This is an optimization exercise on Yosys and OpenROAD, whose aim is small area, a short achievable clock period and few clock cycles per item, not a production implementation. Function was checked by simulation only, so behaviour that the tests miss may differ from the original. Power and IR drop assume default switching activity.

yarrow:
// ina228_codec
module ina228_codec (
    input  wire        clk,
    input  wire        rst,           
    input  wire        in_valid,
    output wire        in_ready,
    input  wire [31:0] cmd,
    input  wire [39:0] wi,
    input  wire [79:0] vi,
    input  wire        xerr,
    input  wire [7:0]  xinfo,
    input  wire        ci_rst,
    input  wire        ci_rstacc,
    input  wire [7:0]  ci_convdly,
    input  wire        ci_tempcomp,
    input  wire        ci_adcrange,
    input  wire [3:0]  ci_mode,
    input  wire [2:0]  ci_vbusct,
    input  wire [2:0]  ci_vshct,
    input  wire [2:0]  ci_vtct,
    input  wire [2:0]  ci_avg,
    input  wire [14:0] ki_shunt_cal,
    input  wire [13:0] ki_tempco,
    input  wire [31:0] ki_cur_lsb,
    input  wire [31:0] ki_pwr_lsb,
    output wire        out_valid,
    output wire [39:0] wo,
    output wire [79:0] vo,
    output wire        co_rst,
    output wire        co_rstacc,
    output wire [7:0]  co_convdly,
    output wire        co_tempcomp,
    output wire        co_adcrange,
    output wire [3:0]  co_mode,
    output wire [2:0]  co_vbusct,
    output wire [2:0]  co_vshct,
    output wire [2:0]  co_vtct,
    output wire [2:0]  co_avg,
    output wire [14:0] fo,
    output wire        mo_cont,
    output wire        mo_temp,
    output wire        mo_shunt,
    output wire        mo_bus,
    output wire        mo_shutdown,
    output wire        do_valid,
    output wire [1:0]  do_rw,
    output wire [3:0]  do_nfields,
    output wire [5:0]  do_off,
    output wire [5:0]  do_width,
    output wire        do_sgn,
    output wire [3:0]  flt,
    output wire [7:0]  finfo
);
For scale: about 500 flip-flops, roughly 0.048 mm² of cells after synthesis.
Settings: LEC_CHECK=0, CAP_MARGIN=20, CORE_MARGIN=2, CORE_UTILIZATION=50, CTS_BUF_LIST=sky130_fd_sc_hd__clkbuf_8, SLEW_MARGIN=20; clock period 14.0 ns.
standard.sh (not shown) runs the stock make flow with config.mk's settings and CLKGATE_MAP_FILE= SYNTH_SCRIPT=/design/flow/synth_recipe.tcl, a recipe that flattens the netlist after the stock synthesis.
==> flow/flow/run.sh <==
#!/bin/bash
# The standard layout (standard.sh), with these changes to how it is made:
#  - timing repair aims for more setup slack than the clock period needs
#    (SETUP_SLACK_MARGIN, flow/margin.txt), so that it shortens the
#    critical paths; the constraints (constraint.sdc) are not changed;
#  - every port still gets a buffer from buffer_ports, but a plain buf_2
#    instead of the slower and larger cell it picks by default; the buffers
#    of the output ports and of a few lightly loaded inputs are then made
#    buf_1 (flow/ports.tcl).
# standard.sh's own output goes to standard.log; ORFS keeps each step's log
# under orfs/logs.
set -euo pipefail
MARGIN=$(cat flow/margin.txt)
bash standard.sh SETUP_SLACK_MARGIN="$MARGIN" \
    BUFFER_PORTS_ARGS="-buffer_cell sky130_fd_sc_hd__buf_2" \
    POST_GLOBAL_PLACE_TCL="$PWD/flow/ports.tcl" finish > standard.log 2>&1
==> flow/flow/margin.txt <==
9.3
==> flow/flow/ports.tcl <==
# After global placement: buffer_ports gave every port a buf_2. The buffers
# on the output ports drive only the port, and those on the calibration and
# configuration inputs, xinfo and vi[79:40] drive a few loads off the
# critical paths, so a buf_1 is enough for them.
set n 0
foreach bterm [[ord::get_db_block] getBTerms] {
  set name [$bterm getName]
  set io [$bterm getIoType]
  if { $io == "OUTPUT" } {
    set light 1
  } elseif { [regexp {^(ki_|ci_|xinfo)} $name] } {
    set light 1
  } elseif { [regexp {^vi\[([0-9]+)\]$} $name -> bit] && $bit >= 40 } {
    set light 1
  } else {
    set light 0
  }
  if { !$light } { continue }
  set net [$bterm getNet]
  if { $net == "NULL" } { continue }
  foreach iterm [$net getITerms] {
    set inst [$iterm getInst]
    if { [[$inst getMaster] getName] == "sky130_fd_sc_hd__buf_2" } {
      replace_cell [get_cells [$inst getName]] sky130_fd_sc_hd__buf_1
      incr n
    }
  }
}
puts "ports.tcl: $n port buffers made buf_1"
yarrow: full flow OK, the timing, design-rule and antenna checks passed
Testbench counts of yarrow, summed over its fixed seeds: cycles 28,121, items 24,000.
Setup changes, yarrow to willow
-- flow/flow/run.sh --
<<< yarrow, line 7
#    instead of the slower and larger cell it picks by default; the buffers
#    of the output ports and of a few lightly loaded inputs are then made
#    buf_1 (flow/ports.tcl).
>>> willow, line 7
#    instead of the slower and larger cell it picks by default, and the
#    output ports' buffers are then made buf_1 (flow/ports.tcl).
==> flow/flow/ports.tcl <==
# After global placement: the buffers buffer_ports put on the output ports
# drive only the port, so a buf_1 is enough.
set n 0
foreach bterm [[ord::get_db_block] getBTerms] {
  if { [$bterm getIoType] != "OUTPUT" } { continue }
  set net [$bterm getNet]
  if { $net == "NULL" } { continue }
  foreach iterm [$net getITerms] {
    set inst [$iterm getInst]
    if { [[$inst getMaster] getName] == "sky130_fd_sc_hd__buf_2" } {
      replace_cell [get_cells [$inst getName]] sky130_fd_sc_hd__buf_1
      incr n
    }
  }
}
puts "ports.tcl: $n output buffers made buf_1"
### Flow results
- willow ended with every stage complete and zero timing, DRC or antenna violations.
- The higher cell area of yarrow and willow is in willow.
- Beginning of the critical path: r1_op[1] -> yarrow, r1_b[5] -> willow
- From yarrow to willow the numbers moved as follows: part of the total power dissipated in the clock network +1.1 points, non-clock buffer count -7, fraction of power consumed by sequential logic -0.3 points.
## Diff of input files: zinc against willow
Settings: ABC_AREA: unset -> 1.
## What came out
willow reached the end of the flow, and the finished layout is clean on the timing, design-rule and antenna checks.
Both conditions hold for zinc: the flow ran to the end and the final layout passed the timing, design-rule and antenna checks.
Compared zinc vs willow, and global-route usage is up in zinc.
From willow to zinc the numbers moved as follows: relative contribution of combinational cells to total power lower, mean number of vias per cell lower.
Going from willow to zinc, the die area was shrunk.
Between willow and zinc, clock power increased.
Side by side, met3 track utilization from global routing turned out lower in zinc than in willow.
Of willow and zinc, the run reporting the higher share of the yosys chip area belonging to registers was zinc.
zinc -> willow: cell count along the critical path delta 0, exact match
Total power in zinc is 1.9% lower than in willow

afterwards: timing with drivers on the ports:
The flow's constraints put no driver on any port. The routed layouts listed below were extracted and timed again, unchanged, in two steps. Step 1: set_driving_cell puts a clkbuf_16 on clk and a buf_2 on each other input, an assumption about the parent block. Step 2 moves the port delays by t, midway between the first and last clock arrival at a register: inputs arrive t later, outputs are due t later. That takes back most of the time a late clock gives input paths. a / b / c = no drivers / after step 1 / after step 2; a / b = the first two.
run | t (ns) | slack for setup (ns) | worst hold slack (ns) | clock arrival spread, ns | worst data-port slew with drivers (ns)
yarrow | 0.818 | 9.237 / 9.237 / 8.554 | 0.401 / 0.401 / 0.401 | 0.054 / 0.054 | 0.11
willow | 0.820 | 9.305 / 9.262 / 8.559 | 0.402 / 0.402 / 0.402 | 0.049 / 0.048 | 0.11
zinc | 0.862 | 9.164 / 9.164 / 8.547 | 0.401 / 0.401 / 0.401 | 0.036 / 0.036 | 0.05
After both steps setup and hold are still met in every run listed. The setup slack of willow, which loses most, moves by -0.043 ns with the drivers and by -0.746 ns with both steps.
